This design comes from an exercise in tuning for small area, a short achievable clock period and few clock cycles per item on the open sky130 flow, not from production work. At most, simulation tests tie the RTL to the original design; equivalence was not proved. Only the layout flow was run in runs 1 and 2; the RTL was not checked for function there.

### flow/design.v
module akq_quant (
    input             clk,
    input             rst,
    input             req_valid,
    output            req_ready,
    input      [3:0]  req_op,
    input      [4:0]  req_n,
    input      [31:0] req_f0,
    input      [31:0] req_f1,
    input      [31:0] req_f2,
    input      [15:0] req_u0,
    output reg        res_valid,
    output reg [3:0]  res_code,
    output     [15:0] res_u,
    output     [31:0] res_f
);
    localparam W  = 48;
    localparam BW = 41;
    localparam S_IDLE = 5'd0;
    localparam S_DONE = 5'd1;
    localparam S_FSHB = 5'd2;     
    localparam S_FA2  = 5'd3;     
    localparam S_FA3  = 5'd4;     
    localparam S_FSHX = 5'd5;     
    localparam S_FA4  = 5'd6;     
    localparam S_FA5  = 5'd7;     
    localparam S_FDIV = 5'd8;     
    localparam S_FC0  = 5'd9;     
    localparam S_FC1  = 5'd10;    
    localparam S_FC2  = 5'd11;    
    localparam S_FAM0 = 5'd12;    
    localparam S_FAM1 = 5'd13;    
    localparam S_FAM2 = 5'd14;    
    localparam S_RINI = 5'd15;    
    localparam S_RRUN = 5'd16;    
    localparam S_UMUL = 5'd17;    
    localparam S_USH6 = 5'd18;    
    localparam S_UMVB = 5'd19;    
    localparam S_UALN = 5'd20;    
    localparam S_UADD = 5'd21;    
    localparam S_USGN = 5'd22;    
    localparam S_UDIV = 5'd23;    
    localparam S_URND = 5'd24;    
    localparam S_SKIP = 5'd25;    
    reg [4:0]    state;
    reg [W-1:0]  R;
    reg [BW-1:0] B;
    reg [17:0]   Q;
    reg [8:0]    cnt;
    reg [8:0]    fexp;
    reg [31:0]   out32;
    reg          stk_b, stk_x, tneg, seqb, gen2, first, par;
    reg          fX, fL, fH;           
    reg [3:0]  q_op;
    reg [4:0]  q_n;
    reg [31:0] q_f0, q_f1, q_f2;
    reg [15:0] q_u0;
    reg        q_valid;
    always @(posedge clk) begin
        q_op    <= req_op;
        q_n     <= req_n;
        q_f0    <= req_f0;
        q_f1    <= req_f1;
        q_f2    <= req_f2;
        q_u0    <= req_u0;
        q_valid <= req_valid & ~rst;
    end
    assign res_u = out32[15:0];
    assign res_f = out32;
    wire is_f2u  = (q_op == 4'd1);
    wire is_u2f  = (q_op == 4'd2);
    wire is_gain = (q_op == 4'd3);
    wire [4:0]  n     = q_n;
    wire        n_bad = (n == 5'd0) || (n > 5'd16);
    reg  [15:0] M;
    integer i;
    always @(*) for (i = 0; i < 16; i = i + 1) M[i] = (i < n);
    wire [31:0] xf = q_f0;
    wire [31:0] lf = is_gain ? 32'd0 : q_f1;
    wire [31:0] hf = is_gain ? q_f1 : q_f2;
    wire        zX = (xf[30:0] == 31'd0);
    wire        zL = (lf[30:0] == 31'd0);
    wire        zH = (hf[30:0] == 31'd0);
    wire        sX = xf[31] & ~zX;
    wire        sL = lf[31] & ~zL;
    wire        sH = hf[31] & ~zH;
    wire [7:0]  eX = {xf[30:24], xf[23] | (xf[30:23] == 8'd0)};
    wire [7:0]  eL = {lf[30:24], lf[23] | (lf[30:23] == 8'd0)};
    wire [7:0]  eH = {hf[30:24], hf[23] | (hf[30:23] == 8'd0)};
    wire [23:0] mX = {xf[30:23] != 8'd0, xf[22:0]};
    wire [23:0] mL = {lf[30:23] != 8'd0, lf[22:0]};
    wire [23:0] mH = {hf[30:23] != 8'd0, hf[22:0]};
    wire        nanX = (xf[30:23] == 8'hff) && (xf[22:0] != 23'd0);
    wire        nfL  = (lf[30:23] == 8'hff);
    wire        nfH  = (hf[30:23] == 8'hff);
    wire [31:0] kX = sX ? {1'b0, ~xf[30:0]} : {1'b1, xf[30:0]};
    wire [31:0] kL = sL ? {1'b0, ~lf[30:0]} : {1'b1, lf[30:0]};
    wire [31:0] kH = sH ? {1'b0, ~hf[30:0]} : {1'b1, hf[30:0]};
    wire        cmp_x  = (state != S_IDLE) || zL;
    wire        cmp_lt = ((cmp_x ? kX : kL) < kH);
    wire        l_lt_h = zL ? (!sH && !zH) : cmp_lt;
    wire range_bad = n_bad || nfH || nfL || !l_lt_h;
    wire u_bad     = ((q_u0 & ~M) != 16'd0);
    wire       l_ge = (eL >= eH);
    wire [7:0] eref = l_ge ? eL : eH;
    wire [7:0] esm  = l_ge ? eH : eL;
    wire [15:0] r      = q_u0;
    wire        rtop   = r[n[3:0] - 4'd1];
    wire        rbit   = r[cnt[3:0]];
    wire        u_typ  = (eL == eH);
    wire        cbit   = first ? rtop : rbit;       
    wire        p1_isl = !l_ge;                     
    reg  [1:0]  a_sel;    
    reg  [1:0]  y_sel;    
    reg  [1:0]  f_sel;    
    reg         y_gate;
    reg         ybit;
    reg         sub;
    reg         cin1;
    wire [23:0] m_sel = (f_sel == 2'd0) ? mX : (f_sel == 2'd1) ? mL : mH;
    reg  [W-1:0] A_in, Y_in;
    always @(*) begin
        case (a_sel)
            2'd0:    A_in = R;
            2'd1:    A_in = {R[W-2:0], 1'b0};
            2'd2:    A_in = {W{1'b0}};
            default: A_in = ~R;
        endcase
        case (y_sel)
            2'd0:    Y_in = {{(W-30){1'b0}}, (m_sel & {24{y_gate}}), 6'd0};
            2'd1:    Y_in = {{(W-BW){B[BW-1]}}, B};
            2'd2:    Y_in = {{(W-33){1'b0}}, out32, 1'b0};
            default: Y_in = {{(W-2){1'b0}}, ybit, 1'b0};
        endcase
    end
    wire [W-1:0] S = A_in + (Y_in ^ {W{sub}}) + {{(W-1){1'b0}}, (sub | cin1)};
    wire R_zero = (R == {W{1'b0}});
    wire R_ones = (R == {W{1'b1}});
    wire B_zero = (B == {BW{1'b0}});
    wire B_ones = (B == {BW{1'b1}});
    reg        cnt_dn;
    wire [8:0] cnt_pm = cnt + (cnt_dn ? 9'h1ff : 9'h001);
    reg        fexp_up;
    wire [8:0] fexp_pm = fexp + (fexp_up ? 9'h001 : 9'h1ff);
    reg         q_half;      
    reg  [1:0]  q_d;         
    wire [16:0] q_x  = q_half ? Q[17:1] : Q[16:0];
    wire [16:0] q17  = q_x + {{16{q_d[1]}}, q_d[0]};
    wire [16:0] ud_t  = {B[15:0], R[W-1]};
    wire [17:0] ud_df = {1'b0, ud_t} - {2'b0, M};
    wire        ud_ge = ~ud_df[17];
    wire        ud_go = (cnt != 9'd0) || ud_ge;
    wire        ud_stop = (ud_go && (cnt == 9'd24)) || (fexp == 9'd2);
    wire        rstk  = !B_zero || stk_b || (R[W-1:25] != 23'd0);
    wire        rup   = R[0] && (rstk || R[1]);
    wire [7:0]  rexp  = R[24] ? fexp[7:0] : 8'd0;
    wire        rcar  = rup && (R[23:1] == 23'h7fffff);
    wire [7:0]  rexp2 = rexp + {7'd0, rcar};
    wire [23:0] gX = R[47:24];
    wire [23:0] gL = R[23:0];
    wire [23:0] gH = B[23:0];
    wire        aX = fX || (cnt[7:0] == eX);
    wire        aL = fL || (cnt[7:0] == eL);
    wire        aH = fH || (cnt[7:0] == eH);
    wire        bX = aX ? (sX ? ~(gX[23] ^ (gX[22:0] == 23'd0)) : gX[23]) : sX;
    wire        bL = aL ? (sL ? ~(gL[23] ^ (gL[22:0] == 23'd0)) : gL[23]) : sL;
    wire        bH = aH ? (sH ? ~(gH[23] ^ (gH[22:0] == 23'd0)) : gH[23]) : sH;
    wire        rinit = (state == S_RINI);
    wire        ox = rinit ? sX : bX;
    wire        ol = rinit ? sL : bL;
    wire        oh = rinit ? sH : bH;
    wire [16:0] cXm = {M, 1'b0};
    wire [16:0] cLm = {~q17[15:0] & M, 1'b1};
    wire [16:0] cHm = {Q[15:0], 1'b1};
    reg  [16:0] vmag;
    reg         vneg;
    always @(*) begin
        case ({ox, ol, oh})
            3'b100: begin vmag = cXm; vneg = 1'b0; end
            3'b011: begin vmag = cXm; vneg = 1'b1; end
            3'b010: begin vmag = cLm; vneg = 1'b1; end
            3'b101: begin vmag = cLm; vneg = 1'b0; end
            3'b001: begin vmag = cHm; vneg = 1'b1; end
            3'b110: begin vmag = cHm; vneg = 1'b0; end
            default: begin vmag = 17'd0; vneg = 1'b0; end
        endcase
    end
    wire        vn2  = vneg ^ rinit;
    wire [21:0] V    = out32[21:0];
    wire [21:0] Vn   = (rinit ? 22'd0 : {V[20:0], 1'b0}) + ({5'd0, vmag} ^ {22{vn2}}) + {21'd0, vn2};
    wire        v_big = (Vn[21:18] != 4'b0000) && (Vn[21:18] != 4'b1111);
    wire        r_end = (gX == 24'd0) && (gL == 24'd0) && (gH == 24'd0);
    wire z_neg  = R[W-1];
    wire zd_neg = S[W-1];
    wire [1:0] dres = !z_neg ? {1'b0, Q[0]} : (!zd_neg ? 2'd0 : (Q[0] ? 2'd0 : 2'd3));
    wire [1:0] dk   = !z_neg ? 2'd0 : (!zd_neg ? (Q[0] ? 2'd0 : 2'd3) : 2'd3);
    wire       q2p  = Q[0] ^ z_neg ^ (z_neg & zd_neg);    
    wire pre_fin = ((state == S_UDIV) && ((cnt == 9'd24) || (fexp == 9'd2))) ||
                   ((state == S_FC1) && !stk_b && !stk_x);
    assign req_ready = (state == S_DONE) || pre_fin;
    reg acc_q;
    always @(posedge clk) acc_q <= req_valid & req_ready;
    always @(*) begin
        a_sel = 2'd0; y_sel = 2'd3; f_sel = 2'd0; y_gate = 1'b1; ybit = 1'b0;
        sub = 1'b0; cin1 = 1'b0;
        cnt_dn = 1'b0; fexp_up = 1'b0;
        q_half = 1'b1; q_d = 2'd0;
        case (state)
            S_IDLE: begin
                a_sel = 2'd2; y_sel = 2'd0;
                if (is_u2f) begin
                    if (u_typ) begin
                        f_sel = rtop ? 2'd2 : 2'd1;
                        sub   = rtop ? sH : sL;
                    end else begin
                        f_sel  = p1_isl ? 2'd1 : 2'd2;
                        y_gate = p1_isl ? ~rtop : rtop;
                        sub    = y_gate & (p1_isl ? sL : sH);
                    end
                end else if (zL) begin
                    f_sel = 2'd2; sub = sH;
                end else begin
                    f_sel = l_ge ? 2'd2 : 2'd1;
                    sub   = l_ge ? sH : sL;
                end
            end
            S_FA2: begin
                y_sel = 2'd0;
                if (seqb) begin a_sel = 2'd3; f_sel = 2'd2; cin1 = 1'b1; end
                else      begin a_sel = 2'd0; f_sel = 2'd1; sub = ~sL; end
            end
            S_FA3: begin a_sel = 2'd2; y_sel = 2'd0; f_sel = 2'd0; sub = sX; end
            S_FA4: begin
                a_sel = 2'd0; y_sel = 2'd0;
                if (seqb) begin f_sel = 2'd2; sub = ~sH; end
                else      begin f_sel = 2'd1; sub = ~sL; end
            end
            S_FA5:  begin a_sel = 2'd0; y_sel = 2'd1; end
            S_FDIV: begin a_sel = 2'd1; y_sel = 2'd1; sub = ~R[W-1]; end
            S_FC0:  begin a_sel = 2'd0; y_sel = 2'd1; end
            S_FC1:  begin a_sel = 2'd0; y_sel = 2'd2; sub = 1'b1; end
            S_FC2:  begin
                a_sel = 2'd0; y_sel = 2'd1;
                q_d = (stk_b || stk_x) ? dk : dres;
            end
            S_FAM0: begin a_sel = 2'd0; y_sel = 2'd1; end
            S_FAM1: begin a_sel = 2'd0; y_sel = 2'd1; sub = 1'b1; end
            S_FAM2: begin a_sel = 2'd0; y_sel = 2'd2; q_half = 1'b0; q_d = {1'b0, par}; end
            S_RINI: begin q_half = 1'b0; q_d = 2'd1; cnt_dn = 1'b1; end
            S_RRUN: begin q_half = 1'b0; q_d = 2'd1; cnt_dn = 1'b1; end
            S_UMUL: begin
                a_sel = first ? 2'd2 : 2'd1; y_sel = 2'd0; cnt_dn = 1'b1;
                if (u_typ) begin
                    f_sel = rbit ? 2'd2 : 2'd1;
                    sub   = rbit ? sH : sL;
                end else if (gen2) begin
                    f_sel  = p1_isl ? 2'd2 : 2'd1;
                    y_gate = p1_isl ? cbit : ~cbit;
                    sub    = y_gate & (p1_isl ? sH : sL);
                end else begin
                    f_sel  = p1_isl ? 2'd1 : 2'd2;
                    y_gate = p1_isl ? ~cbit : cbit;
                    sub    = y_gate & (p1_isl ? sL : sH);
                end
            end
            S_USH6: cnt_dn = 1'b1;
            S_UMVB: begin a_sel = 2'd0; y_sel = 2'd3; end
            S_UALN: begin
                a_sel = 2'd1; y_sel = 2'd3;
                fexp_up = (fexp < cnt);
            end
            S_UADD: begin a_sel = 2'd0; y_sel = 2'd1; end
            S_USGN: begin a_sel = 2'd3; y_sel = 2'd3; cin1 = ~stk_b; end
            S_UDIV: begin a_sel = 2'd1; y_sel = 2'd3; cin1 = ud_ge; end
            S_URND: begin a_sel = 2'd0; y_sel = 2'd3; ybit = rup; end
            default: ;
        endcase
    end
    wire fexp_lt = (fexp < cnt);
    wire R_canl  = (R[W-1] == R[W-2]) && (R[W-2] == R[W-3]);
    always @(posedge clk) begin
        if (rst) begin
            state     <= S_IDLE;
            res_valid <= 1'b0;
        end else begin
            res_valid <= 1'b0;
            case (state)
                S_IDLE: begin
                    if (q_valid) begin
                        stk_b    <= 1'b0;
                        stk_x    <= 1'b0;
                        tneg     <= 1'b0;
                        first    <= 1'b0;
                        gen2     <= 1'b0;
                        Q        <= 18'd0;
                        res_code <= 4'd0;
                        seqb     <= ~l_ge;
                        if (!is_f2u && !is_u2f && !is_gain) begin
                            res_code <= 4'd7;
                            state    <= S_DONE;
                        end else if (range_bad) begin
                            res_code <= 4'd1;
                            state    <= S_DONE;
                        end else if (is_u2f ? u_bad : nanX) begin
                            res_code <= 4'd6;
                            state    <= S_DONE;
                        end else if (is_u2f) begin
                            R    <= S;
                            cnt  <= (n == 5'd1) ? 9'd6 : ({4'd0, n} - 9'd2);
                            fexp <= {1'b0, eL} + 9'd43;
                            if (n == 5'd1)
                                state <= u_typ ? S_USGN : S_USH6;
                            else
                                state <= S_UMUL;
                        end else if ((zL && (sX || zX)) || (sX && (eX > eref))) begin
                            out32 <= 32'd0;              
                            state <= S_DONE;
                        end else if (zL && !cmp_lt) begin
                            out32 <= {16'd0, M};         
                            state <= S_DONE;
                        end else if (zL) begin
                            B     <= S[BW-1:0];
                            seqb  <= 1'b0;
                            state <= S_FA3;
                        end else begin
                            R     <= S;
                            cnt   <= {1'b0, esm};
                            state <= (esm == eref) ? S_FA2 : S_FSHB;
                        end
                    end
                end
                S_FSHB: begin
                    if (R_zero || R_ones) begin
                        stk_b <= stk_b | R_ones;
                        state <= S_FA2;
                    end else begin
                        R     <= {R[W-1], R[W-1:1]};
                        stk_b <= stk_b | R[0];
                        cnt   <= cnt_pm;
                        if (cnt_pm[7:0] == eref) state <= S_FA2;
                    end
                end
                S_FA2: begin
                    B     <= S[BW-1:0];
                    state <= S_FA3;
                    if (!cmp_lt) begin
                        out32 <= {16'd0, M};             
                        state <= S_DONE;
                    end
                end
                S_FA3: begin
                    R   <= S;
                    cnt <= {1'b0, eX};
                    if (zX || (eX == eref)) begin
                        cnt   <= 9'd0;
                        state <= zL ? S_FDIV : S_FA4;
                    end else
                        state <= S_FSHX;
                end
                S_FSHX: begin
                    if (R_zero || R_ones) begin
                        stk_x <= stk_x | R_ones;
                        cnt   <= 9'd0;
                        state <= zL ? S_FDIV : S_FA4;
                    end else begin
                        R     <= {R[W-1], R[W-1:1]};
                        stk_x <= stk_x | R[0];
                        cnt   <= cnt_pm;
                        if (cnt_pm[7:0] == eref) begin
                            cnt   <= 9'd0;
                            state <= zL ? S_FDIV : S_FA4;
                        end
                    end
                end
                S_FA4: begin
                    R     <= S;
                    state <= seqb ? S_FA5 : S_FDIV;
                end
                S_FA5: begin
                    R     <= S;
                    state <= S_FDIV;
                end
                S_FDIV: begin
                    if (cnt == 9'd0) out32 <= R[31:0];    
                    if ((cnt == 9'd0) && (R[W-1] || R_zero)) begin
                        out32 <= 32'd0;                  
                        state <= S_DONE;
                    end else begin
                        R   <= S;
                        Q   <= {Q[16:0], ~S[W-1]};
                        cnt <= cnt_pm;
                        if (cnt[4:0] == n) state <= S[W-1] ? S_FC0 : S_FC1;
                    end
                end
                S_FC0: begin
                    R     <= S;
                    state <= S_FC1;
                end
                S_FC1: begin
                    R     <= S;
                    state <= S_FC2;
                end
                S_FC2: begin
                    if (stk_b) begin
                        Q     <= {1'b0, q17};        
                        state <= S_RINI;
                    end else if (stk_x) begin
                        Q     <= {1'b0, q17};        
                        par   <= q2p;
                        if (z_neg) R <= S;
                        state <= (z_neg && zd_neg) ? S_FAM0 : S_FAM1;
                    end else begin
                        out32     <= {15'd0, q17};
                        res_valid <= acc_q;
                        state     <= acc_q ? S_IDLE : S_DONE;
                    end
                end
                S_FAM0: begin
                    R     <= S;
                    state <= S_FAM1;
                end
                S_FAM1: begin
                    R     <= S;
                    out32 <= {16'd0, M};
                    state <= S_FAM2;
                end
                S_FAM2: begin
                    if (!S[W-1] && (S != {W{1'b0}})) begin
                        state <= S_RINI;
                    end else begin
                        out32 <= {15'd0, q17};
                        state <= S_DONE;
                    end
                end
                S_RINI: begin
                    if (Q[15:0] == M) begin
                        out32 <= {16'd0, M};
                        state <= S_DONE;
                    end else begin
                        R     <= {mX, mL};
                        B     <= {{(BW-24){1'b0}}, mH};
                        out32 <= {{10{Vn[21]}}, Vn};
                        cnt   <= {1'b0, eref};
                        fX    <= 1'b0;
                        fL    <= 1'b0;
                        fH    <= 1'b0;
                        state <= S_RRUN;
                    end
                end
                S_RRUN: begin
                    fX <= aX;
                    fL <= aL;
                    fH <= aH;
                    if (r_end) begin
                        out32 <= {15'd0, V[21] ? Q[16:0] : q17};
                        state <= S_DONE;
                    end else begin
                        out32[21:0] <= Vn;
                        if (aX) R[47:24] <= {gX[22:0], 1'b0};
                        if (aL) R[23:0]  <= {gL[22:0], 1'b0};
                        if (aH) B[23:0]  <= {gH[22:0], 1'b0};
                        cnt <= cnt_pm;
                        if (v_big) begin
                            out32 <= {15'd0, Vn[21] ? Q[16:0] : q17};
                            state <= S_DONE;
                        end
                    end
                end
                S_UMUL: begin
                    R     <= S;
                    cnt   <= cnt_pm;
                    first <= 1'b0;
                    if (cnt[3:0] == 4'd0) begin
                        if (u_typ)      state <= S_USGN;
                        else if (!gen2) begin state <= S_USH6; cnt <= 9'd6; end
                        else begin
                            fexp  <= {1'b0, eref} + 9'd43;
                            cnt   <= {1'b0, esm} + 9'd49;
                            state <= S_UALN;
                        end
                    end
                end
                S_USH6: begin
                    R   <= {R[W-1], R[W-1:1]};
                    cnt <= cnt_pm;
                    if (cnt == 9'd1) state <= S_UMVB;
                end
                S_UMVB: begin
                    B     <= S[BW-1:0];
                    gen2  <= 1'b1;
                    first <= 1'b1;
                    cnt   <= {4'd0, n} - 9'd1;
                    state <= S_UMUL;
                end
                S_UALN: begin
                    if (fexp_lt) begin
                        R    <= {R[W-1], R[W-1:1]};
                        fexp <= fexp_pm;
                    end else if (fexp != cnt) begin
                        if (R_canl) begin
                            R    <= S;
                            fexp <= fexp_pm;
                        end else if (B_zero || B_ones) begin
                            stk_b <= stk_b | B_ones;
                            state <= S_UADD;
                        end else begin
                            B     <= {B[BW-1], B[BW-1:1]};
                            stk_b <= stk_b | B[0];
                            cnt   <= cnt_pm;
                        end
                    end else
                        state <= S_UADD;
                end
                S_UADD: begin
                    R     <= S;
                    state <= S_USGN;
                end
                S_USGN: begin
                    B   <= {BW{1'b0}};
                    cnt <= 9'd0;
                    if (R[W-1]) begin
                        R     <= S;
                        tneg  <= 1'b1;
                        state <= S_UDIV;
                    end else if (R_zero && !stk_b) begin
                        out32 <= 32'd0;
                        state <= S_DONE;
                    end else
                        state <= S_UDIV;
                end
                S_UDIV: begin
                    R       <= S;
                    B[16:0] <= ud_ge ? ud_df[16:0] : ud_t;
                    if (ud_go) cnt <= cnt_pm;
                    fexp    <= fexp_pm;
                    if (ud_stop) state <= S_URND;
                end
                S_URND: begin
                    out32     <= {tneg, rexp2, S[23:1]};
                    res_valid <= acc_q;
                    state     <= acc_q ? S_IDLE : S_DONE;
                end
                S_DONE: begin
                    if (req_valid) begin
                        res_valid <= 1'b1;
                        state     <= S_SKIP;
                    end
                end
                S_SKIP: state <= S_IDLE;
                default: state <= S_IDLE;
            endcase
        end
    end
endmodule
### flow/run.sh
#!/bin/bash
# synth_recipe.tcl (not shown) runs the flow's synth.tcl, then flattens the netlist and writes it again
# the make line also repeats each setting of config.mk as NAME=value (left out here)
make -C /OpenROAD-flow-scripts/flow DESIGN_CONFIG=/design/flow/config.mk WORK_HOME=/design/flow/orfs CLKGATE_MAP_FILE= SYNTH_SCRIPT=/design/flow/synth_recipe.tcl finish
### flow/config.mk
export PLATFORM = sky130hd
export DESIGN_NAME = akq_quant
export DESIGN_NICKNAME = akq_quant
export VERILOG_FILES = /design/flow/design.v
export SDC_FILE = /design/flow/constraint.sdc
export NUM_CORES = 8
export LEC_CHECK = 0
export CAP_MARGIN = 20
export CORE_MARGIN = 2
export CORE_UTILIZATION = 30
export PLACE_DENSITY = 0.45
export SLEW_MARGIN = 20
### flow/constraint.sdc
create_clock -name core_clock -period 20.0 [get_ports {clk}]
set_input_delay 4.0000 -clock core_clock [delete_from_list [all_inputs] [get_ports {clk}]]
set_output_delay 4.0000 -clock core_clock [all_outputs]
set_load 0.01 [all_outputs]
==> out/results.ini, run 1 <==
[status]
status=timing/DRC/antenna clean

[logic_synthesis]
synth_top_family_by_area=compound AO/OA/AOI/OAI gates
ys_ff_latch=298
synth_ff_type=edfxtp_1
synthAdderAreaFrac_pct=8.48
synthCells=3597
synth_edf_count=169
synth_nets=3914
syn_area_um2=29200
syn_area_per_cell_um2=8.13
synth.area.top_cells=edfxtp_1 (17%), dfxtp_1 (8.8%), ha_1 (8.0%), a21oi_1 (5.5%), xnor2_1 (5.0%)
synth.top_cell.area_share_pct=17.4
ys_types=100
synth-async-reset-ratio_pct=0
synth_top_cell_by_area=edfxtp_1
yosysWarnings=1
synthSimpleGateAreaFrac_pct=17.8
synth_mux_area_share_pct=4.53
synth_compound_area_share_pct=28.4
synthXorXnorAreaFrac_pct=9.26
yosysSeqAreaShare_pct=26.2

[placement]
hpwl_mm=116
port-buffer-count=176
gp_congestion=0.989
dp_cells=4862

[floorplanning]
row_count=114
die_w_um=316
fp.coreArea_um2=96600
num_io_pins=178
die_area_um2=99900
die_h_um=316
start_util_pct=30.3

[setup_path]
worstSetupStartpointType=flip-flop
worstPathRequired_ps=20320
cpMostUsedCell=a21oi_1
crit_fanout=53
worst_setup_path_end_kind=flip-flop
critPathArrivalTime_ps=17580
worst-setup-path-type=flip-flop to flip-flop
cp_slowest_stage_delay_ps=890
cp_slowest_cell=a311oi_2

[cts]
cts_sinks=298
cts_tree=done
worstSkewPairLatency_ps=630
clk_pin_slew_ps=60
htreeDepth=2
clockBufferDepth=3
postCtsResizedCells=0
cts_made_buffers=41
cts_setup_buffers=0
root_buffer=clkbuf_16
postCtsHoldBufs=0

[global_route]
grt_pass1_wl_mm=213
grt-ovfl-total=0
antenna_found_initial=3
grt_pass1_vias=28500
grt_max_degree=71
grtUsageTotal_pct=29.2

[timing]
holdWs_ps=573
fmax_ghz=0.0579
min_period_ps=17260
drv_slew=0
final.period_utilization_pct=86.3
max_slew.worst_pin.slew_ps=1200
rsz0062_at_grt=false
max_slew_margin_pct=19.0
setup_tns_ps=0
final-hold-violation-count=0
skew_ps=31.2
setup_violations=0

[drt]
wire_per_inst_um=30.5
viasPerCell=6.20
firstDrtPassIters=8
drt-initial-drc-count=3985
ant_nets=0
drc=0
num_vias=30600
wl_mm=151

[cells_and_area]
synthToLayoutAreaGrowth_pct=15.4
layout_common_cells=a21oi_1 (322), nor2_1 (309), nand2_1 (304)
drive_above_1_share_pct=8.25
layout_commonest_cell=a21oi_1
n_antenna_cell=0
fin_cells=4936
fin_nets=3946

[hold_path]
hp-class=flip-flop to flip-flop

[job]
cap_violations=0

flip-flops by register name, indices dropped and copies added (netlist names), 2 cells and up:
register  count
q_op          4
q_n           5
q_u0         16
R            48
q_f2         32
B            41
Q            18
res_code      2
q_f0         32
fexp          9
q_f1         32
cnt           9
out32        32
state         5
through the flow:
| step | utilization [%] | worst slack, ps | area (µm²) |
|---|---|---|---|
| after detailed placement | 33.4 | 3180 | 32300 |
| after global placement | 33.4 | 3480 | 32300 |
| after CTS | 34.9 | 3170 | 33700 |
| after global routing | 34.9 | 1910 | 33700 |
| final | 34.9 | 2740 | 33700 |
| after floorplan | - | 5090 | 29200 |
logic make-up after synthesis:
kind of cell	Yosys count
AND/OR/NAND/NOR	1091
adder cells (fa/ha/maj)	194
AO/OA/AOI/OAI	1206
other	1
flip-flops	298
buffers and inverters	385
XOR/XNOR	308
multiplexers	114
final timing paths:
kind / start / end / slack [ps] / cells after the start
worst max-delay path: q_op[2] / out32[23] / 2740 / 60
worst min-delay path: tneg / out32[31] / 570 / 1
worst max register to register: q_op[2] / out32[23] / 2740 / 60
worst min register to register: tneg / out32[31] / 570 / 1
synthesized netlist by cell type (24+ instances only):
master,n
and2_1,47
nor3_1,90
xnor2_1,166
a221o_1,27
o21bai_1,29
a22oi_1,31
a21oi_1,324
a221oi_1,81
nand2b_1,27
clkbuf_1,217
a31oi_1,26
a211oi_1,63
o211ai_1,36
xor2_1,141
nand2_1,304
nor2b_1,24
mux2i_1,69
edfxtp_1,169
inv_1,100
o221a_2,31
nor4_1,60
nand4_1,75
dfxtp_1,129
a222oi_1,42
o21ai_0,209
mux2_2,31
ha_1,186
nand3_1,65
nor2_1,312
o21a_1,29
a21o_1,68
buf_1,24
a22o_1,48
worst max-delay path, delay by kind of cell, from the launching register on:
kind	cells	cell delay (ps)
AO/OA/AOI/OAI	32	8120
AND/OR/NAND/NOR	12	3230
buffers and inverters	5	1820
adder cells (fa/ha/maj)	4	1360
multiplexers	3	1140
XOR/XNOR	4	880
flip-flops	1	340
layer usage:
layer | part of all wire [%] | track usage [%] | vias to the layer above
li1 | - | - | 13700
met1 | 41 | 38.7 | 14800
met2 | 44 | 45.8 | 1712
met3 | 8.9 | 5.53 | 351
met4 | 5.4 | 13.9 | 0
met5 | 0 | 0 | -
cell type report:
class                           count  area [µm²]
Sequential cell                   298        7660
Fill cell                       10100       62800
Multi-Input combinational cell   2914       20200
Tap cell                         1276        1600
Clock inverter                     23         229
Timing Repair Buffer              271        2470
Clock buffer                       51        1190
Inverter                          103         387
==> run 2: changes to the inputs <==
--- a/flow/design.v
+++ b/flow/design.v
@@ -43,4 +43,5 @@
     localparam S_URND = 5'd24;    
     localparam S_SKIP = 5'd25;    
+    localparam S_RIN2 = 5'd26;    
     reg [4:0]    state;
     reg [W-1:0]  R;
@@ -52,15 +53,24 @@
     reg          stk_b, stk_x, tneg, seqb, gen2, first, par;
     reg          fX, fL, fH;           
-    reg [3:0]  q_op;
+    reg          hX, hL, hH;           
+    wire         rrun = (state == S_RRUN);
+    reg        is_f2u, is_u2f, is_gain;
     reg [4:0]  q_n;
-    reg [31:0] q_f0, q_f1, q_f2;
+    reg [15:0] M;                 
+    reg [31:0] q_f0, q_lf, q_hf;   
     reg [15:0] q_u0;
     reg        q_valid;
+    integer i;
     always @(posedge clk) begin
-        q_op    <= req_op;
+        is_f2u  <= (req_op == 4'd1);
+        is_u2f  <= (req_op == 4'd2);
+        is_gain <= (req_op == 4'd3);
         q_n     <= req_n;
-        q_f0    <= req_f0;
-        q_f1    <= req_f1;
-        q_f2    <= req_f2;
+        for (i = 0; i < 16; i = i + 1) M[i] <= (i < req_n);
+        q_f0    <= (rrun && hX) ? {req_f0[31:23], q_f0[21:0], 1'b0} : req_f0;
+        q_lf    <= (rrun && hL) ? {q_lf[31:23], q_lf[21:0], 1'b0} :
+                   ((req_op == 4'd3) ? 32'd0 : req_f1);
+        q_hf    <= (rrun && hH) ? {q_hf[31:23], q_hf[21:0], 1'b0} :
+                   ((req_op == 4'd3) ? req_f1 : req_f2);
         q_u0    <= req_u0;
         q_valid <= req_valid & ~rst;
@@ -68,21 +78,25 @@
     assign res_u = out32[15:0];
     assign res_f = out32;
-    wire is_f2u  = (q_op == 4'd1);
-    wire is_u2f  = (q_op == 4'd2);
-    wire is_gain = (q_op == 4'd3);
     wire [4:0]  n     = q_n;
     wire        n_bad = (n == 5'd0) || (n > 5'd16);
-    reg  [15:0] M;
-    integer i;
-    always @(*) for (i = 0; i < 16; i = i + 1) M[i] = (i < n);
     wire [31:0] xf = q_f0;
-    wire [31:0] lf = is_gain ? 32'd0 : q_f1;
-    wire [31:0] hf = is_gain ? q_f1 : q_f2;
-    wire        zX = (xf[30:0] == 31'd0);
-    wire        zL = (lf[30:0] == 31'd0);
-    wire        zH = (hf[30:0] == 31'd0);
-    wire        sX = xf[31] & ~zX;
-    wire        sL = lf[31] & ~zL;
-    wire        sH = hf[31] & ~zH;
+    wire [31:0] lf = q_lf;
+    wire [31:0] hf = q_hf;
+    reg         zX, zL, zH, sX, sL, sH, l_ge_q, u_typ_q, rtop_q;
+    wire [31:0] lf_in = (req_op == 4'd3) ? 32'd0 : req_f1;
+    wire [31:0] hf_in = (req_op == 4'd3) ? req_f1 : req_f2;
+    wire [7:0]  eL_in = {lf_in[30:24], lf_in[23] | (lf_in[30:23] == 8'd0)};
+    wire [7:0]  eH_in = {hf_in[30:24], hf_in[23] | (hf_in[30:23] == 8'd0)};
+    always @(posedge clk) begin
+        zX <= (req_f0[30:0] == 31'd0);
+        zL <= (lf_in[30:0] == 31'd0);
+        zH <= (hf_in[30:0] == 31'd0);
+        sX <= req_f0[31] & (req_f0[30:0] != 31'd0);
+        sL <= lf_in[31] & (lf_in[30:0] != 31'd0);
+        sH <= hf_in[31] & (hf_in[30:0] != 31'd0);
+        l_ge_q  <= (eL_in >= eH_in);
+        u_typ_q <= (eL_in == eH_in);
+        rtop_q  <= req_u0[req_n[3:0] - 4'd1];
+    end
     wire [7:0]  eX = {xf[30:24], xf[23] | (xf[30:23] == 8'd0)};
     wire [7:0]  eL = {lf[30:24], lf[23] | (lf[30:23] == 8'd0)};
@@ -102,11 +116,11 @@
     wire range_bad = n_bad || nfH || nfL || !l_lt_h;
     wire u_bad     = ((q_u0 & ~M) != 16'd0);
-    wire       l_ge = (eL >= eH);
+    wire       l_ge = l_ge_q;
     wire [7:0] eref = l_ge ? eL : eH;
     wire [7:0] esm  = l_ge ? eH : eL;
     wire [15:0] r      = q_u0;
-    wire        rtop   = r[n[3:0] - 4'd1];
+    wire        rtop   = rtop_q;
     wire        rbit   = r[cnt[3:0]];
-    wire        u_typ  = (eL == eH);
+    wire        u_typ  = u_typ_q;
     wire        cbit   = first ? rtop : rbit;       
     wire        p1_isl = !l_ge;                     
@@ -118,5 +132,6 @@
     reg         sub;
     reg         cin1;
-    wire [23:0] m_sel = (f_sel == 2'd0) ? mX : (f_sel == 2'd1) ? mL : mH;
+    reg         nocy;     
+    wire [23:0] m_sel = (f_sel == 2'd0) ? mX : (f_sel == 2'd1) ? mL : (f_sel == 2'd2) ? mH : {7'd0, vmag};
     reg  [W-1:0] A_in, Y_in;
     always @(*) begin
@@ -134,5 +149,5 @@
         endcase
     end
-    wire [W-1:0] S = A_in + (Y_in ^ {W{sub}}) + {{(W-1){1'b0}}, (sub | cin1)};
+    wire [W-1:0] S = A_in + (Y_in ^ {W{sub}}) + {{(W-1){1'b0}}, ((sub & ~nocy) | cin1)};
     wire R_zero = (R == {W{1'b0}});
     wire R_ones = (R == {W{1'b1}});
@@ -140,7 +155,9 @@
     wire B_ones = (B == {BW{1'b1}});
     reg        cnt_dn;
-    wire [8:0] cnt_pm = cnt + (cnt_dn ? 9'h1ff : 9'h001);
+    reg        cnt_2;
+    wire [8:0] cnt_pm = cnt + (cnt_dn ? 9'h1ff : (cnt_2 ? 9'h002 : 9'h001));
     reg        fexp_up;
-    wire [8:0] fexp_pm = fexp + (fexp_up ? 9'h001 : 9'h1ff);
+    reg        fexp_2;
+    wire [8:0] fexp_pm = fexp + (fexp_up ? 9'h001 : (fexp_2 ? 9'h1fe : 9'h1ff));
     reg         q_half;      
     reg  [1:0]  q_d;         
@@ -150,6 +167,12 @@
     wire [17:0] ud_df = {1'b0, ud_t} - {2'b0, M};
     wire        ud_ge = ~ud_df[17];
-    wire        ud_go = (cnt != 9'd0) || ud_ge;
-    wire        ud_stop = (ud_go && (cnt == 9'd24)) || (fexp == 9'd2);
+    wire [16:0] ud_r1 = ud_ge ? ud_df[16:0] : ud_t;
+    wire [16:0] ud_t2 = {ud_r1[15:0], R[W-2]};
+    wire [17:0] ud_d2 = {1'b0, ud_t2} - {2'b0, M};
+    wire        ud_g2 = ~ud_d2[17];
+    wire [16:0] ud_r2 = ud_g2 ? ud_d2[16:0] : ud_t2;
+    wire        ud_one  = (cnt == 9'd24) || (fexp == 9'd2);
+    wire        ud_stop = ud_one || (cnt == 9'd23) || (fexp == 9'd3);
+    wire [8:0]  ud_c0   = ud_ge ? 9'd2 : (ud_g2 ? 9'd1 : 9'd0);
     wire        rstk  = !B_zero || stk_b || (R[W-1:25] != 23'd0);
     wire        rup   = R[0] && (rstk || R[1]);
@@ -157,19 +180,22 @@
     wire        rcar  = rup && (R[23:1] == 23'h7fffff);
     wire [7:0]  rexp2 = rexp + {7'd0, rcar};
-    wire [23:0] gX = R[47:24];
-    wire [23:0] gL = R[23:0];
-    wire [23:0] gH = B[23:0];
     wire        aX = fX || (cnt[7:0] == eX);
     wire        aL = fL || (cnt[7:0] == eL);
     wire        aH = fH || (cnt[7:0] == eH);
-    wire        bX = aX ? (sX ? ~(gX[23] ^ (gX[22:0] == 23'd0)) : gX[23]) : sX;
-    wire        bL = aL ? (sL ? ~(gL[23] ^ (gL[22:0] == 23'd0)) : gL[23]) : sL;
-    wire        bH = aH ? (sH ? ~(gH[23] ^ (gH[22:0] == 23'd0)) : gH[23]) : sH;
-    wire        rinit = (state == S_RINI);
+    wire        mbX = hX ? xf[22] : (xf[30:23] != 8'd0);
+    wire        mbL = hL ? lf[22] : (lf[30:23] != 8'd0);
+    wire        mbH = hH ? hf[22] : (hf[30:23] != 8'd0);
+    wire        lzX = hX ? (xf[21:0] == 22'd0) : (xf[22:0] == 23'd0);
+    wire        lzL = hL ? (lf[21:0] == 22'd0) : (lf[22:0] == 23'd0);
+    wire        lzH = hH ? (hf[21:0] == 22'd0) : (hf[22:0] == 23'd0);
+    wire        bX = aX ? (sX ? ~(mbX ^ lzX) : mbX) : sX;
+    wire        bL = aL ? (sL ? ~(mbL ^ lzL) : mbL) : sL;
+    wire        bH = aH ? (sH ? ~(mbH ^ lzH) : mbH) : sH;
+    wire        rinit = (state == S_RIN2);
     wire        ox = rinit ? sX : bX;
     wire        ol = rinit ? sL : bL;
     wire        oh = rinit ? sH : bH;
     wire [16:0] cXm = {M, 1'b0};
-    wire [16:0] cLm = {~q17[15:0] & M, 1'b1};
+    wire [16:0] cLm = {~out32[15:0] & M, 1'b1};
     wire [16:0] cHm = {Q[15:0], 1'b1};
     reg  [16:0] vmag;
@@ -186,15 +212,18 @@
         endcase
     end
-    wire        vn2  = vneg ^ rinit;
-    wire [21:0] V    = out32[21:0];
-    wire [21:0] Vn   = (rinit ? 22'd0 : {V[20:0], 1'b0}) + ({5'd0, vmag} ^ {22{vn2}}) + {21'd0, vn2};
-    wire        v_big = (Vn[21:18] != 4'b0000) && (Vn[21:18] != 4'b1111);
-    wire        r_end = (gX == 24'd0) && (gL == 24'd0) && (gH == 24'd0);
+    wire        v_big = (S[W-1:24] != {(W-24){1'b0}}) && (S[W-1:24] != {(W-24){1'b1}});
+    wire        exX = zX || (hX && (xf[22:0] == 23'd0));
+    wire        exL = zL || (hL && (lf[22:0] == 23'd0));
+    wire        exH = zH || (hH && (hf[22:0] == 23'd0));
+    wire        r_end = exX && exL && exH;
     wire z_neg  = R[W-1];
     wire zd_neg = S[W-1];
-    wire [1:0] dres = !z_neg ? {1'b0, Q[0]} : (!zd_neg ? 2'd0 : (Q[0] ? 2'd0 : 2'd3));
-    wire [1:0] dk   = !z_neg ? 2'd0 : (!zd_neg ? (Q[0] ? 2'd0 : 2'd3) : 2'd3);
+    wire [1:0] dfc  = z_neg ? 2'd3 : ((stk_b || stk_x) ? 2'd0 : {1'b0, Q[0]});
+    wire       use_qh_res = z_neg && (!zd_neg || Q[0]);
+    wire       use_qh_k   = z_neg && !zd_neg && Q[0];
+    wire [16:0] fc2_res = use_qh_res ? Q[17:1] : q17;
+    wire [16:0] fc2_k   = use_qh_k   ? Q[17:1] : q17;
     wire       q2p  = Q[0] ^ z_neg ^ (z_neg & zd_neg);    
-    wire pre_fin = ((state == S_UDIV) && ((cnt == 9'd24) || (fexp == 9'd2))) ||
+    wire pre_fin = ((state == S_UDIV) && ud_stop) ||
                    ((state == S_FC1) && !stk_b && !stk_x);
     assign req_ready = (state == S_DONE) || pre_fin;
@@ -203,6 +232,6 @@
     always @(*) begin
         a_sel = 2'd0; y_sel = 2'd3; f_sel = 2'd0; y_gate = 1'b1; ybit = 1'b0;
-        sub = 1'b0; cin1 = 1'b0;
-        cnt_dn = 1'b0; fexp_up = 1'b0;
+        sub = 1'b0; cin1 = 1'b0; nocy = 1'b0;
+        cnt_dn = 1'b0; fexp_up = 1'b0; cnt_2 = 1'b0; fexp_2 = 1'b0;
         q_half = 1'b1; q_d = 2'd0;
         case (state)
@@ -242,11 +271,13 @@
             S_FC2:  begin
                 a_sel = 2'd0; y_sel = 2'd1;
-                q_d = (stk_b || stk_x) ? dk : dres;
+                q_d = dfc;
             end
             S_FAM0: begin a_sel = 2'd0; y_sel = 2'd1; end
-            S_FAM1: begin a_sel = 2'd0; y_sel = 2'd1; sub = 1'b1; end
+            S_FAM1: begin a_sel = 2'd0; y_sel = 2'd1; sub = 1'b1; nocy = 1'b1; end
             S_FAM2: begin a_sel = 2'd0; y_sel = 2'd2; q_half = 1'b0; q_d = {1'b0, par}; end
-            S_RINI: begin q_half = 1'b0; q_d = 2'd1; cnt_dn = 1'b1; end
-            S_RRUN: begin q_half = 1'b0; q_d = 2'd1; cnt_dn = 1'b1; end
+            S_RINI: begin q_half = 1'b0; q_d = 2'd1; end
+            S_RIN2: begin a_sel = 2'd2; y_sel = 2'd0; f_sel = 2'd3; sub = ~vneg; end
+            S_RRUN: begin a_sel = 2'd1; y_sel = 2'd0; f_sel = 2'd3; sub = vneg;
+                          q_half = 1'b0; q_d = 2'd0; cnt_dn = 1'b1; end
             S_UMUL: begin
                 a_sel = first ? 2'd2 : 2'd1; y_sel = 2'd0; cnt_dn = 1'b1;
@@ -271,6 +302,6 @@
             end
             S_UADD: begin a_sel = 2'd0; y_sel = 2'd1; end
-            S_USGN: begin a_sel = 2'd3; y_sel = 2'd3; cin1 = ~stk_b; end
-            S_UDIV: begin a_sel = 2'd1; y_sel = 2'd3; cin1 = ud_ge; end
+            S_USGN: begin a_sel = R[W-1] ? 2'd3 : 2'd0; y_sel = 2'd3; cin1 = R[W-1] & ~stk_b; end
+            S_UDIV: begin a_sel = 2'd1; y_sel = 2'd3; cin1 = ud_ge; cnt_2 = ~ud_one; fexp_2 = ~ud_one; end
             S_URND: begin a_sel = 2'd0; y_sel = 2'd3; ybit = rup; end
             default: ;
@@ -308,5 +339,5 @@
                             R    <= S;
                             cnt  <= (n == 5'd1) ? 9'd6 : ({4'd0, n} - 9'd2);
-                            fexp <= {1'b0, eL} + 9'd43;
+                            fexp <= {1'b0, eL} + 9'd27;
                             if (n == 5'd1)
                                 state <= u_typ ? S_USGN : S_USH6;
@@ -403,13 +434,13 @@
                 S_FC2: begin
                     if (stk_b) begin
-                        Q     <= {1'b0, q17};        
+                        Q     <= {1'b0, fc2_k};      
                         state <= S_RINI;
                     end else if (stk_x) begin
-                        Q     <= {1'b0, q17};        
+                        Q     <= {1'b0, fc2_k};      
                         par   <= q2p;
                         if (z_neg) R <= S;
                         state <= (z_neg && zd_neg) ? S_FAM0 : S_FAM1;
                     end else begin
-                        out32     <= {15'd0, q17};
+                        out32     <= {15'd0, fc2_res};
                         res_valid <= acc_q;
                         state     <= acc_q ? S_IDLE : S_DONE;
@@ -426,5 +457,5 @@
                 end
                 S_FAM2: begin
-                    if (!S[W-1] && (S != {W{1'b0}})) begin
+                    if (!S[W-1]) begin
                         state <= S_RINI;
                     end else begin
@@ -438,29 +469,34 @@
                         state <= S_DONE;
                     end else begin
-                        R     <= {mX, mL};
-                        B     <= {{(BW-24){1'b0}}, mH};
-                        out32 <= {{10{Vn[21]}}, Vn};
+                        out32 <= {15'd0, q17};       
                         cnt   <= {1'b0, eref};
                         fX    <= 1'b0;
                         fL    <= 1'b0;
                         fH    <= 1'b0;
-                        state <= S_RRUN;
+                        hX    <= 1'b0;
+                        hL    <= 1'b0;
+                        hH    <= 1'b0;
+                        state <= S_RIN2;
                     end
                 end
+                S_RIN2: begin
+                    R     <= S;                      
+                    state <= S_RRUN;
+                end
                 S_RRUN: begin
-                    fX <= aX;
-                    fL <= aL;
-                    fH <= aH;
                     if (r_end) begin
-                        out32 <= {15'd0, V[21] ? Q[16:0] : q17};
+                        if (R[W-1]) out32 <= {15'd0, q17};    
                         state <= S_DONE;
                     end else begin
-                        out32[21:0] <= Vn;
-                        if (aX) R[47:24] <= {gX[22:0], 1'b0};
-                        if (aL) R[23:0]  <= {gL[22:0], 1'b0};
-                        if (aH) B[23:0]  <= {gH[22:0], 1'b0};
+                        R   <= S;
+                        fX  <= aX;
+                        fL  <= aL;
+                        fH  <= aH;
+                        hX  <= hX | aX;
+                        hL  <= hL | aL;
+                        hH  <= hH | aH;
                         cnt <= cnt_pm;
                         if (v_big) begin
-                            out32 <= {15'd0, Vn[21] ? Q[16:0] : q17};
+                            if (S[W-1]) out32 <= {15'd0, q17};
                             state <= S_DONE;
                         end
@@ -517,11 +553,14 @@
                 end
                 S_USGN: begin
-                    B   <= {BW{1'b0}};
-                    cnt <= 9'd0;
-                    if (R[W-1]) begin
-                        R     <= S;
-                        tneg  <= 1'b1;
-                        state <= S_UDIV;
-                    end else if (R_zero && !stk_b) begin
+                    cnt  <= 9'd0;
+                    tneg <= R[W-1];
+                    if (u_typ) begin
+                        R <= {S[W-17:0], 16'd0};
+                        B <= {{(BW-16){1'b0}}, S[W-1:W-16]};
+                    end else begin
+                        R <= S;
+                        B <= {BW{1'b0}};
+                    end
+                    if (R_zero && !stk_b) begin
                         out32 <= 32'd0;
                         state <= S_DONE;
@@ -530,7 +569,13 @@
                 end
                 S_UDIV: begin
-                    R       <= S;
-                    B[16:0] <= ud_ge ? ud_df[16:0] : ud_t;
-                    if (ud_go) cnt <= cnt_pm;
+                    if (ud_one) begin
+                        R       <= S;                        
+                        B[16:0] <= ud_r1;
+                        if (cnt != 9'd0) cnt <= cnt_pm;
+                    end else begin
+                        R       <= {R[W-3:0], ud_ge, ud_g2};
+                        B[16:0] <= ud_r2;
+                        cnt     <= (cnt != 9'd0) ? cnt_pm : ud_c0;
+                    end
                     fexp    <= fexp_pm;
                     if (ud_stop) state <= S_URND;
==> run 2 against run 1 <==
Hold slack got worse by 41 ps. Cell count rose by 5.7%. Largest cell class unchanged. Flip-flop and latch count rose by 23. Utilization rose by 0.058 points. Non-clock buffer count did not move. Die area rose by 4.2%. Critical endpoint is now out32[11]. Maximum frequency rose by 64%. Global-route usage fell by 0.52 points. Wire length rose by 1.8%. Clock-buffer cell count rose by 6. Via count rose by 3.1%.
==> out/results.ini, run 2 <==
[status]
status=timing/DRC/antenna clean  ; unchanged

[floorplanning]
row_count=116  ; was 114
start_util_pct=30.3  ; about the same
die_w_um=323  ; was 316 µm
num_io_pins=178  ; unchanged
die_h_um=323  ; was 316 µm
die_area_um2=104000  ; was 99900 µm²
fp.coreArea_um2=100000  ; was 96600 µm²

[timing]
final.period_utilization_pct=52.6  ; was 86.3%
rsz0062_at_grt=false  ; unchanged
final-hold-violation-count=0  ; unchanged
drv_slew=0  ; unchanged
max_slew.worst_pin.slew_ps=1230  ; was 1200 ps
min_period_ps=10520  ; was 17260 ps
holdWs_ps=532  ; was 573 ps
max_slew_margin_pct=17.7  ; was 19.0%
fmax_ghz=0.0951  ; was 0.0579 GHz
setup_violations=0  ; unchanged
setup_ws_ps=9480  ; was 2740 ps
setup_tns_ps=0  ; unchanged
skew_ps=47.5  ; was 31.2 ps

[cells_and_area]
top_regs=R: 48 flops, B: 41 flops, out32: 32 flops  ; was R: 48 flops, B: 41 flops
fin_nets=4133  ; was 3946
n_antenna_cell=0  ; unchanged
final_area_um2=35100  ; was 33700 µm²
drive_above_1_share_pct=7.91  ; was 8.25%
layout_common_cells=nand2_1 (409), nor2_1 (318), o21ai_0 (314)  ; was a21oi_1 (322), nor2_1 (309), nand2_1 (304)
largest_reg_flops=48  ; unchanged
fillerInstances=10700  ; was 10100
layout_commonest_cell=nand2_1  ; was a21oi_1
synthToLayoutAreaGrowth_pct=15.3  ; was 15.4%
largest-register=R  ; unchanged

[logic_synthesis]
synth_edf_count=188  ; was 169
synth.area.top_cells=edfxtp_1 (19%), dfxtp_1 (8.7%), ha_1 (7.4%), o21ai_0 (5.2%), nand2_1 (5.1%)  ; was edfxtp_1 (17%), dfxtp_1 (8.8%), ha_1 (8.0%), a21oi_1 (5.5%), xnor2_1 (5.0%)
synth_ff_type=edfxtp_1  ; unchanged
ys_types=89  ; was 100
yosys.cell_count.top_type=nand2_1  ; was a21oi_1
ys_ff_latch=321  ; was 298
syn_area_per_cell_um2=8.02  ; was 8.13 µm²
synth_nets=4112  ; was 3914
synth-async-reset-ratio_pct=0  ; unchanged
synthCells=3801  ; was 3597
yosysSeqAreaShare_pct=27.3  ; was 26.2%
syn_area_um2=30500  ; was 29200 µm²
synth_top_cell_by_area=edfxtp_1  ; unchanged
synthTopCellsByCount=nand2_1 (410), nor2_1 (325), o21ai_0 (315), clkbuf_1 (244), a21oi_1 (215)  ; was a21oi_1 (324), nor2_1 (312), nand2_1 (304), clkbuf_1 (217), o21ai_0 (209)
yosysWarnings=1  ; unchanged
synth.top_cell.area_share_pct=18.5  ; was 17.4%

[cts]
postCtsResizedCells=0  ; unchanged
cts_setup_buffers=0  ; unchanged
clockBufferDepth=3  ; unchanged
htreeDepth=2  ; unchanged
cts_made_buffers=45  ; was 41
postCtsHoldBufs=0  ; unchanged
cts_tree=done  ; unchanged
worstSkewPairLatency_ps=650  ; was 630 ps
root_buffer=clkbuf_16  ; unchanged
cts_sinks=321  ; was 298
clk_pin_slew_ps=70  ; was 60 ps

[drt]
firstDrtPassIters=8  ; unchanged
drt-initial-drc-count=3940  ; was 3985
wl_mm=153  ; was 151 mm
drc=0  ; unchanged
num_vias=31600  ; was 30600
wire_per_inst_um=29.4  ; was 30.5 µm
viasPerCell=6.05  ; was 6.20
ant_nets=0  ; unchanged

[setup_path]
critPathArrivalTime_ps=10820  ; was 17580 ps
crit_fanout=18  ; was 53
worstSetupStartpointType=flip-flop  ; unchanged
reg2reg_to=out32[11]  ; was out32[23]
worstPathRequired_ps=20300  ; was 20320 ps
rrSetupSlack_ps=9480  ; was 2740 ps
worst_setup_path_end_kind=flip-flop  ; unchanged
worst-setup-path-type=flip-flop to flip-flop  ; unchanged
rr_startpoint=cnt[0]  ; was q_op[2]
r2r_cells=26  ; was 60

[placement]
gp_congestion=0.985  ; was 0.989
place_ws_ps=9740  ; was 3180 ps
place_area_um2=33600  ; was 32300 µm²
hpwl_mm=118  ; was 116 mm
port-buffer-count=176  ; unchanged

[global_route]
grt_max_degree=66  ; was 71
grt_pass1_wl_mm=219  ; was 213 mm
grtUsageTotal_pct=28.7  ; was 29.2%
met3_usage_pct=4.63  ; was 5.53%
grt_use_met2_pct=44.8  ; was 45.8%
met1_usage_pct=38.7  ; about the same
grt-ovfl-total=0  ; unchanged
grt_pass1_vias=29700  ; was 28500
busiest_layer=met2  ; unchanged
antenna_found_initial=3  ; unchanged

[hold_path]
hp-class=flip-flop to flip-flop  ; unchanged
hold_depth=2  ; was 1
hold_path.startpoint=lf[14]  ; was tneg
hold_end=lf[15]  ; was out32[31]

[job]
cap_violations=0  ; unchanged

run 2: changes by cell type after synthesis, moves of 29 or more:
cell | previous run | this run
a211oi_1 | 63 | 32
a21oi_1 | 324 | 215
a22o_1 | 48 | 17
a31oi_1 | 26 | 60
inv_1 | 100 | 129
nand2_1 | 304 | 410
o21ai_0 | 209 | 315
run 2: area by class of cell:
| type | count | area, µm² | share of cell area (%) |
|---|---|---|---|
| clock inverters | 26 | 268 | 0.762 |
| repair buffers | 271 | 2490 | 7.08 |
| well taps | 1357 | 1700 | 4.83 |
| inverters | 132 | 495 | 1.41 |
| clock buffers | 57 | 1250 | 3.57 |
| flip-flops and latches | 321 | 8310 | 23.7 |
| multi-input cells | 3051 | 20600 | 58.7 |
run 2: worst max-delay path by stage:
| stage | from | slack [ps] | to |
|---|---|---|---|
| floorplan | eH[1] | 10420 | out32[0] |
| global placement | cnt[0] | 10060 | out32[15] |
| detailed placement | cnt[0] | 9740 | out32[15] |
| CTS | cnt[0] | 9700 | out32[3] |
| global route | cnt[0] | 9100 | out32[10] |
| finish | cnt[0] | 9480 | out32[11] |
run 2: stage by stage:
step	instances	util, %
final	5215	35.0
after global routing	5215	35.0
after CTS	5214	35.0
after detailed placement	5131	33.4
after global placement	5130	33.4
after floorplan	3801	-
run 2: critical path, stage by stage (launching register included):
cell and delay (ps):
edfxtp_1 880, mux4_2 600, mux2i_1 160, mux2i_1 150, mux2i_1 230, nor2_1 60
nor4_1 630, nor2b_1 580, buf_4 340, or2_2 310, o211ai_1 130, o21ai_0 170
o21ai_0 230, xnor2_1 220, ha_1 300, or2_2 280, o311ai_0 970, a21oi_1 390
a22oi_1 590, o31ai_1 290, a31oi_1 330, o31ai_1 110, a21o_1 200, xnor3_2 740
mux2i_2 530, nor3b_2 300, buf_4 350
run 2: metal layers:
metal,part of all wire (%),vias up,wire [µm]
met5,0.0078,-,12
met1,43,15300,66000
met4,5.2,2,7960
met3,8.0,328,12300
met2,44,1670,67200
li1,-,14300,-
run 2: cells by family after synthesis:
family | synth area share [%]
other cells | 0.0123
xor+xnor | 9.27
fa+ha+maj | 7.85
mux | 4.80
flops | 27.3
simple gates | 19.2
buf+inv | 5.65
compound gates | 25.9
==> run 3: changes to the inputs <==
--- a/flow/design.v
+++ b/flow/design.v
@@ -54,5 +54,5 @@
     reg          fX, fL, fH;           
     reg          hX, hL, hH;           
-    wire         rrun = (state == S_RRUN);
+    wire         rrun = (state == S_RRUN) || (state == S_RIN2);
     reg        is_f2u, is_u2f, is_gain;
     reg [4:0]  q_n;
@@ -121,7 +121,10 @@
     wire [15:0] r      = q_u0;
     wire        rtop   = rtop_q;
-    wire        rbit   = r[cnt[3:0]];
+    reg         rbit;
+    always @(posedge clk)
+        rbit <= r[(state == S_IDLE) ? (n[3:0] - 4'd2) :
+                  (state == S_UMVB) ? (n[3:0] - 4'd1) : (cnt[3:0] - 4'd1)];
     wire        u_typ  = u_typ_q;
-    wire        cbit   = first ? rtop : rbit;       
+    wire        cbit   = rbit;
     wire        p1_isl = !l_ge;                     
     reg  [1:0]  a_sel;    
@@ -192,8 +195,9 @@
     wire        bL = aL ? (sL ? ~(mbL ^ lzL) : mbL) : sL;
     wire        bH = aH ? (sH ? ~(mbH ^ lzH) : mbH) : sH;
+    reg         pbX, pbL, pbH, pend;
     wire        rinit = (state == S_RIN2);
-    wire        ox = rinit ? sX : bX;
-    wire        ol = rinit ? sL : bL;
-    wire        oh = rinit ? sH : bH;
+    wire        ox = rinit ? sX : pbX;
+    wire        ol = rinit ? sL : pbL;
+    wire        oh = rinit ? sH : pbH;
     wire [16:0] cXm = {M, 1'b0};
     wire [16:0] cLm = {~out32[15:0] & M, 1'b1};
@@ -201,4 +205,21 @@
     reg  [16:0] vmag;
     reg         vneg;
+    always @(posedge clk) begin
+        if (rrun) begin
+            pbX  <= bX;
+            pbL  <= bL;
+            pbH  <= bH;
+            pend <= r_end;
+            fX   <= aX;
+            fL   <= aL;
+            fH   <= aH;
+            hX   <= hX | aX;
+            hL   <= hL | aL;
+            hH   <= hH | aH;
+        end else if (state == S_RINI) begin
+            fX <= 1'b0; fL <= 1'b0; fH <= 1'b0;
+            hX <= 1'b0; hL <= 1'b0; hH <= 1'b0;
+        end
+    end
     always @(*) begin
         case ({ox, ol, oh})
@@ -212,5 +233,5 @@
         endcase
     end
-    wire        v_big = (S[W-1:24] != {(W-24){1'b0}}) && (S[W-1:24] != {(W-24){1'b1}});
+    wire        v_big = (R[W-1:24] != {(W-24){1'b0}}) && (R[W-1:24] != {(W-24){1'b1}});
     wire        exX = zX || (hX && (xf[22:0] == 23'd0));
     wire        exL = zL || (hL && (lf[22:0] == 23'd0));
@@ -277,5 +298,5 @@
             S_FAM2: begin a_sel = 2'd0; y_sel = 2'd2; q_half = 1'b0; q_d = {1'b0, par}; end
             S_RINI: begin q_half = 1'b0; q_d = 2'd1; end
-            S_RIN2: begin a_sel = 2'd2; y_sel = 2'd0; f_sel = 2'd3; sub = ~vneg; end
+            S_RIN2: begin a_sel = 2'd2; y_sel = 2'd0; f_sel = 2'd3; sub = ~vneg; cnt_dn = 1'b1; end
             S_RRUN: begin a_sel = 2'd1; y_sel = 2'd0; f_sel = 2'd3; sub = vneg;
                           q_half = 1'b0; q_d = 2'd0; cnt_dn = 1'b1; end
@@ -471,10 +492,4 @@
                         out32 <= {15'd0, q17};       
                         cnt   <= {1'b0, eref};
-                        fX    <= 1'b0;
-                        fL    <= 1'b0;
-                        fH    <= 1'b0;
-                        hX    <= 1'b0;
-                        hL    <= 1'b0;
-                        hH    <= 1'b0;
                         state <= S_RIN2;
                     end
@@ -482,23 +497,14 @@
                 S_RIN2: begin
                     R     <= S;                      
+                    cnt   <= cnt_pm;
                     state <= S_RRUN;
                 end
                 S_RRUN: begin
-                    if (r_end) begin
+                    if (pend || v_big) begin
                         if (R[W-1]) out32 <= {15'd0, q17};    
                         state <= S_DONE;
                     end else begin
                         R   <= S;
-                        fX  <= aX;
-                        fL  <= aL;
-                        fH  <= aH;
-                        hX  <= hX | aX;
-                        hL  <= hL | aL;
-                        hH  <= hH | aH;
                         cnt <= cnt_pm;
-                        if (v_big) begin
-                            if (S[W-1]) out32 <= {15'd0, q17};
-                            state <= S_DONE;
-                        end
                     end
                 end
==> run 3 against run 2 <==
Synthesized cell count shrank 3.4%. Critical endpoint unchanged. Via count shrank 1.9%. Sequential share of layout area grew 0.69 points. Synthesized area shrank 0.48%. Utilization shrank 0.31 points. Cell count shrank 3.5%. Clock-buffer cell count grew 1. Highest routed layer unchanged. Still clean. Global-route usage shrank 0.19 points. Clock skew shrank 22 ps. Non-clock buffer count shrank 11.
==> out/results.ini, run 3 <==
[status]
status=timing/DRC/antenna clean  ; unchanged

[cts]
cts_setup_buffers=0  ; unchanged
cts_sinks=326  ; was 321
cts_tree=done  ; unchanged
clockBufferDepth=3  ; unchanged
root_buffer=clkbuf_16  ; unchanged
postCtsResizedCells=0  ; unchanged
postCtsHoldBufs=0  ; unchanged
worstSkewPairLatency_ps=620  ; was 650 ps
htreeDepth=2  ; unchanged
clk_pin_slew_ps=70  ; about the same
cts_made_buffers=43  ; was 45

[global_route]
grt-ovfl-total=0  ; unchanged
grt_max_degree=73  ; was 66
grtUsageTotal_pct=28.5  ; was 28.7%
grt_pass1_vias=29200  ; was 29700
grt_pass1_wl_mm=217  ; was 219 mm
antenna_found_initial=7  ; was 3

[logic_synthesis]
synth_nets=3985  ; was 4112
synth.top_cell.area_share_pct=19.0  ; was 18.5%
synth_edf_count=192  ; was 188
yosys.cell_count.top_type=nand2_1  ; unchanged
yosysSeqAreaShare_pct=27.9  ; was 27.3%
synth_top_cell_by_area=edfxtp_1  ; unchanged
yosysWarnings=1  ; unchanged
ys_types=102  ; was 89
synthTopCellsByCount=nand2_1 (390), o21ai_0 (264), nor2_1 (235), a21oi_1 (221), edfxtp_1 (192)  ; was nand2_1 (410), nor2_1 (325), o21ai_0 (315), clkbuf_1 (244), a21oi_1 (215)
synth-async-reset-ratio_pct=0  ; unchanged
syn_area_per_cell_um2=8.26  ; was 8.02 µm²
synthCells=3673  ; was 3801
synth_ff_type=edfxtp_1  ; unchanged
syn_area_um2=30300  ; was 30500 µm²
synth.area.top_cells=edfxtp_1 (19%), dfxtp_1 (8.8%), ha_1 (7.5%), xnor2_1 (4.9%), nand2_1 (4.8%)  ; was edfxtp_1 (19%), dfxtp_1 (8.7%), ha_1 (7.4%), o21ai_0 (5.2%), nand2_1 (5.1%)
ys_ff_latch=326  ; was 321

[drt]
drc=0  ; unchanged
ant_nets=0  ; unchanged
wire_per_inst_um=30.3  ; was 29.4 µm
firstDrtPassIters=6  ; was 8
wl_mm=152  ; was 153 mm
drt-initial-drc-count=3701  ; was 3940
num_vias=30900  ; was 31600
viasPerCell=6.15  ; was 6.05

[floorplanning]
fp.coreArea_um2=100000  ; about the same
num_io_pins=178  ; unchanged
die_area_um2=104000  ; about the same
die_h_um=322  ; was 323 µm
row_count=116  ; unchanged
die_w_um=322  ; was 323 µm
start_util_pct=30.3  ; about the same

[setup_path]
worstSetupStartpointType=flip-flop  ; unchanged
rrSetupSlack_ps=11690  ; was 9480 ps
r2r_cells=24  ; was 26
critPathArrivalTime_ps=8560  ; was 10820 ps
cp_slowest_cell=or3_1  ; was o311ai_0
crit_chain=buf_4, nand2b_1, or3_1, o21ai_0, nor2_1, buf_4, inv_1, a21oi_1, a222oi_1, o21ai_0, xor2_1, ha_1, and4_1, or3b_1, or4_1, a31oi_1, o21bai_1, buf_4, or2_1, nand2_1, xnor2_2, and3_1, nor4_2, buf_4
worstPathRequired_ps=20250  ; was 20300 ps
crit_buf_inv=5  ; was 2
rr_startpoint=state[1]  ; was cnt[0]
crit_fanout=72  ; was 18
worst-setup-path-type=flip-flop to flip-flop  ; unchanged
worst_setup_path_end_kind=flip-flop  ; unchanged
cp_top_family=simple AND/OR/NAND/NOR gates  ; was compound AO/OA/AOI/OAI gates
reg2reg_to=out32[11]  ; unchanged
cpMostUsedCell=buf_4  ; was mux2i_1
cp_slowest_stage_delay_ps=680  ; was 970 ps

[timing]
final.period_utilization_pct=41.5  ; was 52.6%
setup_violations=0  ; unchanged
final-hold-violation-count=0  ; unchanged
max_slew_margin_pct=18.2  ; was 17.7%
rsz0062_at_grt=false  ; unchanged
min_period_ps=8310  ; was 10520 ps
max_slew.worst_pin.slew_ps=1230  ; about the same
drv_slew=0  ; unchanged
setup_tns_ps=0  ; unchanged
skew_ps=25.5  ; was 47.5 ps
fmax_ghz=0.120  ; was 0.0951 GHz

[placement]
dp_cells=4949  ; was 5131
port-buffer-count=176  ; unchanged
hpwl_mm=117  ; was 118 mm
gp_congestion=0.995  ; was 0.985

[cells_and_area]
layout_common_cells=nand2_1 (387), o21ai_0 (264), nor2_1 (231)  ; was nand2_1 (409), nor2_1 (318), o21ai_0 (314)
layout_commonest_cell=nand2_1  ; unchanged
fin_nets=4008  ; was 4133
largest_reg_flops=48  ; unchanged
top_regs=R: 48 flops, B: 41 flops, out32: 32 flops  ; unchanged
synthToLayoutAreaGrowth_pct=14.5  ; was 15.3%
drive_above_1_share_pct=7.85  ; was 7.91%
fin_cells=5030  ; was 5215
largest-register=R  ; unchanged
final_util_pct=34.7  ; was 35.0%

[hold_path]
hp-class=flip-flop to flip-flop  ; unchanged
hold_path.startpoint=lf[7]  ; was lf[14]
hold_end=lf[8]  ; was lf[15]
hold_depth=2  ; unchanged

[job]
cap_violations=0  ; unchanged

## run 3: cells by family after synthesis
| logic type | after synthesis | share of synthesized area (%) |
|---|---|---|
| compound gates | 1143 | 25.6 |
| simple gates | 1130 | 18.1 |
| buf+inv | 419 | 5.70 |
| xor+xnor | 329 | 9.62 |
| flops | 326 | 27.9 |
| fa+ha+maj | 188 | 7.93 |
| mux | 137 | 5.17 |
| other cells | 1 | 0.0124 |
## run 3: how the worst max path moves through the flow
stage	startpoint	cells past startpoint	to
2_1_floorplan	state[4]	26	out32[0]
3_3_place_gp	state[1]	24	out32[13]
3_5_place_dp	state[1]	24	out32[13]
4_1_cts	state[1]	24	out32[21]
5_1_grt	state[1]	24	out32[11]
6_report	state[1]	24	out32[11]
## run 3: layer usage
layer  vias up  share of wire (%)  global-route usage, %
met1     15100                 43                   39.1
met5         -              0.018                      0
li1      13800                  -                      -
met3       321                8.8                   5.15
met4         4                4.6                   11.6
met2      1641                 44                   44.0
## run 3: per-stage QoR
step	hold slack (ps)	worst slack, ps	instance area, µm²
after floorplan	448	11320	30300
after global routing	559	11290	34700
final	517	11690	34700
after CTS	514	11890	34700
after detailed placement	504	11910	33200
after global placement	502	12000	33200
## run 3: layout make-up
type                       count  area [µm²]
multi-input combinational   2928       20300
sequential                   326        8450
clock inverter                22         238
inverter                     137         514
timing repair buffer         260        2390
fill                       10600       65400
clock buffer                  58        1230
antenna                        1        2.50
tap                         1298        1620
## run 3: tightest hold or removal path: stages (launching register included)
cell and delay, ps:
dfxtp_1 360, nand2_1 70, nand2_1 40
Testbench counts of run 3, summed over its fixed seeds: cycles 86,021, items 3,840.

separate check: timing with driven ports:
The flow's constraints put no driver on any port. The routed layouts listed below were extracted and timed again, unchanged, in two steps. Step 1 assumes that a clkbuf_16 drives the clock port and a buf_2 every other input. Step 2, shift: input delay + t, output delay - t, t = (earliest + latest rising clock arrival at the registers) / 2. This alone moves slack from input paths to output paths. Three values: ideal, step 1, step 2; two values: the first two.
run | t (ns) | setup slack, ns | cell pins on the clock port's net
run 1 | 0.683 | 2.738 / 2.738 / 2.738 | 1
run 2 | 0.703 | 9.480 / 9.480 / 9.480 | 1
run 3 | 0.679 | 11.691 / 11.691 / 11.691 | 1
After both steps setup and hold are still met in every run listed.
